Source: an optimization exercise on an open RTL-to-GDS flow (aim: small area and few clock cycles). Production flows keep margins and buffers that such runs may drop.
Where RTL was checked, it was by simulation tests only, not by an equivalence proof against the original.
Power and IR drop assume default switching activity.

==> flow/design.v (excerpt) <==
module eppe_page_engine (
    input  wire        clk,
    input  wire        rst,
    input  wire        cmd_valid,
    output wire        cmd_ready,
    input  wire [2:0]  cmd_op,
    input  wire [2:0]  cmd_arg,
    input  wire [15:0] cmd_x,
    input  wire [15:0] cmd_y,
    input  wire [15:0] cmd_w,
    input  wire [15:0] cmd_h,
    output wire        out_valid,
    input  wire        out_ready,
    output wire [7:0]  out_data,
    output wire [15:0] page,
    output wire [1:0]  rot,
    output wire        mirror,
    output wire        win_part,
    output wire [15:0] win_x,
    output wire [15:0] win_y,
    output wire [15:0] win_w,
    output wire [15:0] win_h,
    output wire [1:0]  diag
);
==> flow/config.mk <==
export PLATFORM = sky130hd
export DESIGN_NAME = eppe_page_engine
export DESIGN_NICKNAME = eppe_page_engine
export VERILOG_FILES = /design/flow/design.v
export SDC_FILE = /design/flow/constraint.sdc
export NUM_CORES = 4
export LEC_CHECK = 0
export CAP_MARGIN = 20
export CORE_MARGIN = 2
export CORE_UTILIZATION = 40
export SLEW_MARGIN = 40
export SYNTH_HIERARCHICAL = 1
export SYNTH_MINIMUM_KEEP_SIZE = 0
==> flow/constraint.sdc <==
create_clock -name core_clock -period 20.0 [get_ports {clk}]
set_input_delay 4.0000 -clock core_clock [delete_from_list [all_inputs] [get_ports {clk}]]
set_output_delay 4.0000 -clock core_clock [all_outputs]
set_load 0.01 [all_outputs]
standard.sh (not shown) runs the stock make flow with config.mk's settings and CLKGATE_MAP_FILE= SYNTH_SCRIPT=/design/flow/synth_recipe.tcl, a recipe that flattens the netlist after the stock synthesis.
==> flow/flow/run.sh <==
#!/bin/bash
# The standard layout, with two changes:
#  - input and output ports get the smallest buffer (buf_1);
#  - clock tree synthesis uses no dummy loads and larger sink clusters.
set -euo pipefail
export BUFFER_PORTS_ARGS="-buffer_cell sky130_fd_sc_hd__buf_1"
export CTS_ARGS="-sink_clustering_enable -repair_clock_nets -dont_use_dummy_load -sink_clustering_size 28 -sink_clustering_max_diameter 84"
bash standard.sh > make_flow.log 2>&1
The starting point went through all stages and came out clean.
==> next run, changes <==
--- a/flow/design.v
+++ b/flow/design.v
@@ -26,28 +26,28 @@
 module eppe_clip_axis (
     input  wire [15:0] s_in,    
     input  wire [15:0] l_in,    
     input  wire        flip,
     input  wire        d64,     
     output wire [6:0]  s3,
     output wire [6:0]  l4
 );
     wire [6:0]  d   = d64 ? 7'd64 : 7'd45;
-    wire [15:0] la  = l_in & {16{flip}};
-    wire [16:0] v   = {s_in[15], s_in} + {la[15], la};      
+    wire [16:0] t   = {s_in[15], s_in} + {l_in[15], l_in};
+    wire [16:0] v   = flip ? t : {s_in[15], s_in};
     wire        neg = v[16];
-    wire        big = !neg && ((v[15:7] != 9'd0) || v[6] || (!d64 && v[5:0] > 6'd45));
+    wire        big = !v[16] && ((v[15:7] != 9'd0) || (v[6:0] > d));
     wire [6:0]  vc  = neg ? 7'd0 : (big ? d : v[6:0]);
     wire [6:0]  dm  = d - vc;
     assign s3 = flip ? dm : vc;
-    wire [6:0]  rem  = flip ? vc : dm;                    
+    wire [6:0]  rem = flip ? vc : dm;
     wire        lneg = l_in[15];
-    wire        lbig = (l_in[14:7] != 8'd0) || (l_in[6:0] > rem);
+    wire        lbig = !lneg && ((l_in[14:7] != 8'd0) || (l_in[6:0] > rem));
     assign l4 = lneg ? 7'd0 : (lbig ? rem : l_in[6:0]);
 endmodule
 module eppe_page_engine (
     input  wire        clk,
     input  wire        rst,
     input  wire        cmd_valid,
     output wire        cmd_ready,
     input  wire [2:0]  cmd_op,
     input  wire [2:0]  cmd_arg,
@@ -322,44 +322,20 @@
                 eppe_ring u_ring (
                     .clk(clk), .clr(clr), .wr_hi(wr_hi), .wr_lo(wr_lo),
                     .code(code), .head_h(h0), .head_l(l0)
                 );
                 assign heads_h[(gr*8+gc)*2 +: 2] = h0;
                 assign heads_l[(gr*8+gc)*2 +: 2] = l0;
             end
         end
     endgenerate
-    reg [3:0] row_head [0:4];
-    reg [3:0] rd_head;
-    integer k;
-    always @* begin
-        for (k = 0; k < 5; k = k + 1) begin
-            case (st_c)
-                3'd0: row_head[k] = {heads_h[k*16+0  +: 2], heads_l[k*16+0  +: 2]};
-                3'd1: row_head[k] = {heads_h[k*16+2  +: 2], heads_l[k*16+2  +: 2]};
-                3'd2: row_head[k] = {heads_h[k*16+4  +: 2], heads_l[k*16+4  +: 2]};
-                3'd3: row_head[k] = {heads_h[k*16+6  +: 2], heads_l[k*16+6  +: 2]};
-                3'd4: row_head[k] = {heads_h[k*16+8  +: 2], heads_l[k*16+8  +: 2]};
-                3'd5: row_head[k] = {heads_h[k*16+10 +: 2], heads_l[k*16+10 +: 2]};
-                3'd6: row_head[k] = {heads_h[k*16+12 +: 2], heads_l[k*16+12 +: 2]};
-                default: row_head[k] = {heads_h[k*16+14 +: 2], heads_l[k*16+14 +: 2]};
-            endcase
-        end
-        case (st_r)
-            3'd0: rd_head = row_head[0];
-            3'd1: rd_head = row_head[1];
-            3'd2: rd_head = row_head[2];
-            3'd3: rd_head = row_head[3];
-            default: rd_head = row_head[4];
-        endcase
-    end
-    assign head_h = rd_head[3:2];
-    assign head_l = rd_head[1:0];
+    assign head_h = heads_h[{st_r, st_c, 1'b0} +: 2];
+    assign head_l = heads_l[{st_r, st_c, 1'b0} +: 2];
 endmodule
 module eppe_ring (
     input  wire       clk,
     input  wire       clr,
     input  wire       wr_hi,
     input  wire       wr_lo,
     input  wire [1:0] code,
     output wire [1:0] head_h,
     output wire [1:0] head_l
=>
- via count rises by 1.7%
- register-to-register slack loses 1.3 ns
- setup slack gets worse by 1.1 ns
- sequential share of layout area went down by 1.3 points
- cell area climbs by 2.5%
- synthesized cell count came out higher by 1.6%
- wire length came out higher by 4.0%
No functional check of the RTL was part of any run of this note.

========
## rev 12
eppe_page_engine, a different RTL version from the one above (not shown whole).
For scale: ~2300 cells after synthesis, roughly 170 I/O pins, roughly 26000 µm² of cells after synthesis.
Settings: LEC_CHECK=0, CAP_MARGIN=10, CORE_MARGIN=2, CORE_UTILIZATION=70, SLEW_MARGIN=10, SYNTH_HIERARCHICAL=1, SYNTH_MINIMUM_KEEP_SIZE=0; clock period 20.0 ns.
Scripts as last shown in full above: flow/flow/run.sh
Relative to rev 12, the following input files were edited for rev 13:
--- a/flow/design.v
+++ b/flow/design.v
@@ -185,37 +185,30 @@
     wire [3:0] pair = st_held ? st_hold : {head_h, head_l};
     assign out_data  = {nib({pair[3], pair[1]}, st_bg), nib({pair[2], pair[0]}, st_bg)};
     assign out_valid = st_head || st_held;
     wire [7:0] reg_cols  = ge_mask(st_c0) & le_mask(st_cl);
     wire [7:0] reg_rows  = ge_mask(st_r) & le_mask(st_rl);
     wire [7:0] rows_next = (8'hFE << st_r) & le_mask(st_rl);
     wire [7:0] cols_left = ge_mask(st_c);
-    reg        wb_v;
-    reg  [2:0] wb_r, wb_c;                 
-    reg  [1:0] wb_q;                       
-    reg        wb_lo;                      
-    reg  [1:0] wb_code;
-    wire wb_pend = streaming && reg_cols[wb_c] &&
-                   (rows_next[wb_r] || (wb_r == st_r && cols_left[wb_c]));
-    wire wb_fire = wb_v && (ph == wb_q) && !wb_pend;
-    wire wb_busy = wb_v && !wb_fire;       
+    wire pix_pend = streaming && reg_cols[pix_c] &&
+                    (rows_next[pix_r] || (pix_r == st_r && cols_left[pix_c]));
     wire is_pix   = (cmd_op == OP_SET_PIXEL) || (cmd_op == OP_SET_PIXEL_PHY);
     wire col3     = (cmd_arg[1:0] == 2'd3);
     wire pix_do   = is_pix && !col3 && active && pix_in_range && row_ok;
     wire busy     = streaming && !st_end;
     wire cw_on    = (cw != 3'd0);
     reg stall;
     always @* begin
         case (cmd_op)
             OP_SET_PART_WIN:  stall = !active && !clip_step;
             OP_FILL:          stall = streaming && active && !col3;
             OP_SET_PIXEL,
-            OP_SET_PIXEL_PHY: stall = pix_do && wb_busy;
+            OP_SET_PIXEL_PHY: stall = pix_do && (pix_pend || ph != pix_q);
             OP_BEGIN_FRAME:   stall = streaming && active;
-            OP_ADVANCE_PAGE:  stall = active && (busy || cw_on || wb_busy);
+            OP_ADVANCE_PAGE:  stall = active && (busy || cw_on);
             default:          stall = 1'b0;
         endcase
     end
     assign cmd_ready = !stall;
     wire accept = cmd_valid && !stall;
     wire [3:0] next_cur = (s_cur == 4'd8) ? 4'hF : s_cur + 4'd1;
     always @(posedge clk) begin
@@ -227,28 +220,15 @@
             diag_badcmd   <= 1'b0;
             diag_passlock <= 1'b0;
             streaming     <= 1'b0;
             st_held       <= 1'b0;
             ph            <= 2'd0;
             cw            <= 3'd0;
             clip_step     <= 1'b0;
-            wb_v          <= 1'b0;
         end else begin
-            if (wb_fire) wb_v <= 1'b0;
-            if (accept && pix_do) begin
-                wb_v    <= 1'b1;
-                wb_r    <= pix_r;
-                wb_c    <= pix_c;
-                wb_q    <= pix_q;
-                wb_lo   <= pix_lo;
-                wb_code <= cmd_arg[1:0] + 2'd1;
-            end
-            if (accept && ((cmd_op == OP_FILL && active && !col3) ||
-                           cmd_op == OP_BEGIN_FRAME))
-                wb_v <= 1'b0;
             ph <= ph + 2'd1;
             if (cw_on) cw <= cw - 3'd1;
             if (st_take) st_j <= st_j + 2'd1;
             if (st_head && !out_ready) begin
                 st_held <= 1'b1;
                 st_hold <= {head_h, head_l};
             end
@@ -325,22 +305,23 @@
                         end
                     end
                     default: ;
                 endcase
             end
         end
     end
-    wire [1:0] code   = wb_code;
+    wire       pix_wr = accept && pix_do;
+    wire [1:0] code   = cmd_arg[1:0] + 2'd1;                
     wire [4:0] row_clr = {5{cw_on}} & ({5{cw_all}} | ~reg_rows[4:0]);
     wire [7:0] col_clr = {8{cw_on}} & ({8{cw_all}} | ~reg_cols);
     wire [4:0] row_rd  = {5{st_head}} & (5'd1 << st_r);
     wire [7:0] col_rd  = 8'd1 << st_c;
-    wire [4:0] row_wr  = {5{wb_fire}} & (5'd1 << wb_r);
-    wire [7:0] col_hi  = {8{!wb_lo}} & (8'd1 << wb_c);
-    wire [7:0] col_lo  = {8{wb_lo}} & (8'd1 << wb_c);
+    wire [4:0] row_wr  = {5{pix_wr}} & (5'd1 << pix_r);
+    wire [7:0] col_hi  = {8{!pix_lo}} & (8'd1 << pix_c);
+    wire [7:0] col_lo  = {8{pix_lo}} & (8'd1 << pix_c);
     wire [79:0] heads_h, heads_l;           
     genvar gr, gc;
     generate
         for (gr = 0; gr < 5; gr = gr + 1) begin : g_row
             for (gc = 0; gc < 8; gc = gc + 1) begin : g_col
                 wire clr   = row_clr[gr] || col_clr[gc] || (row_rd[gr] && col_rd[gc]);
                 wire wr_hi = row_wr[gr] && col_hi[gc];
Findings:
The last weighted congestion value of the routability-driven placer of rev 13 is higher than that of rev 12. When rev 13 is set beside rev 12, its wire length of the first global-routing pass turns out to be 1.7% smaller. Share of synthesized cell area in full adder, half adder and majority cells: rev 12 vs rev 13, no meaningful difference. Compared with rev 12, number of nets in the layout in rev 13 decreased slightly. Rev 13: number of cells produced by synthesis is 20 lower than what rev 12 reported. Compared rev 13 against rev 12; clock latency at the later pin of the worst-skew pair within noise. Rev 13 vs rev 12 — post-route total power dropped slightly. Relative to rev 12, the final cell area reported for rev 13 is lower. Rev 13: mux cell area share after synthesis 0.54 points below rev 12. Of rev 12 and rev 13, the higher share of the cycle needed by the critical path after routing belongs to rev 12. Compared with rev 12, rev 13 improves time the final worst path needs with I/O delays and setup.
Testbench counts of rev 13, summed over its fixed seeds: cycles 22,098.
No functional check of the RTL was part of rev 12.

==> what the ideal ports hide <==
The results above use ideal ports. As a check the final layouts listed here were re-extracted and re-timed, cells and wires unchanged.
Step 1: set_driving_cell puts a clkbuf_16 on clk and a buf_2 on each other input, an assumption about the parent block.
Step 2 adds t to the input delays and takes it off the output delays; t is the mean of the earliest and latest rising clock arrival at the registers after step 1. Input paths then give back, and output paths get back, about the clock's delay inside the block.
a / b / c = ideal / step 1 / step 2; a / b = the first two.
| run | t (ns) | setup slack, ns | hold WS [ns] | worst setup path at the end | clock arrival spread, ns |
|---|---|---|---|---|---|
| the first run of note 1 | 0.605 | 7.389 / 7.353 / 7.329 | 0.243 / 0.243 / 0.243 | input to register | 0.095 / 0.095 |
| the second run of note 1 | 0.651 | 6.245 / 6.279 / 5.628 | 0.265 / 0.265 / 0.265 | input to register | 0.092 / 0.092 |
| rev 12 | 0.656 | 7.685 / 7.660 / 7.414 | 0.314 / 0.314 / 0.314 | input to register | 0.031 / 0.030 |
| rev 13 | 0.638 | 7.935 / 7.956 / 7.318 | 0.273 / 0.273 / 0.273 | input to register | 0.043 / 0.044 |
After both steps setup and hold are still met in every run listed.
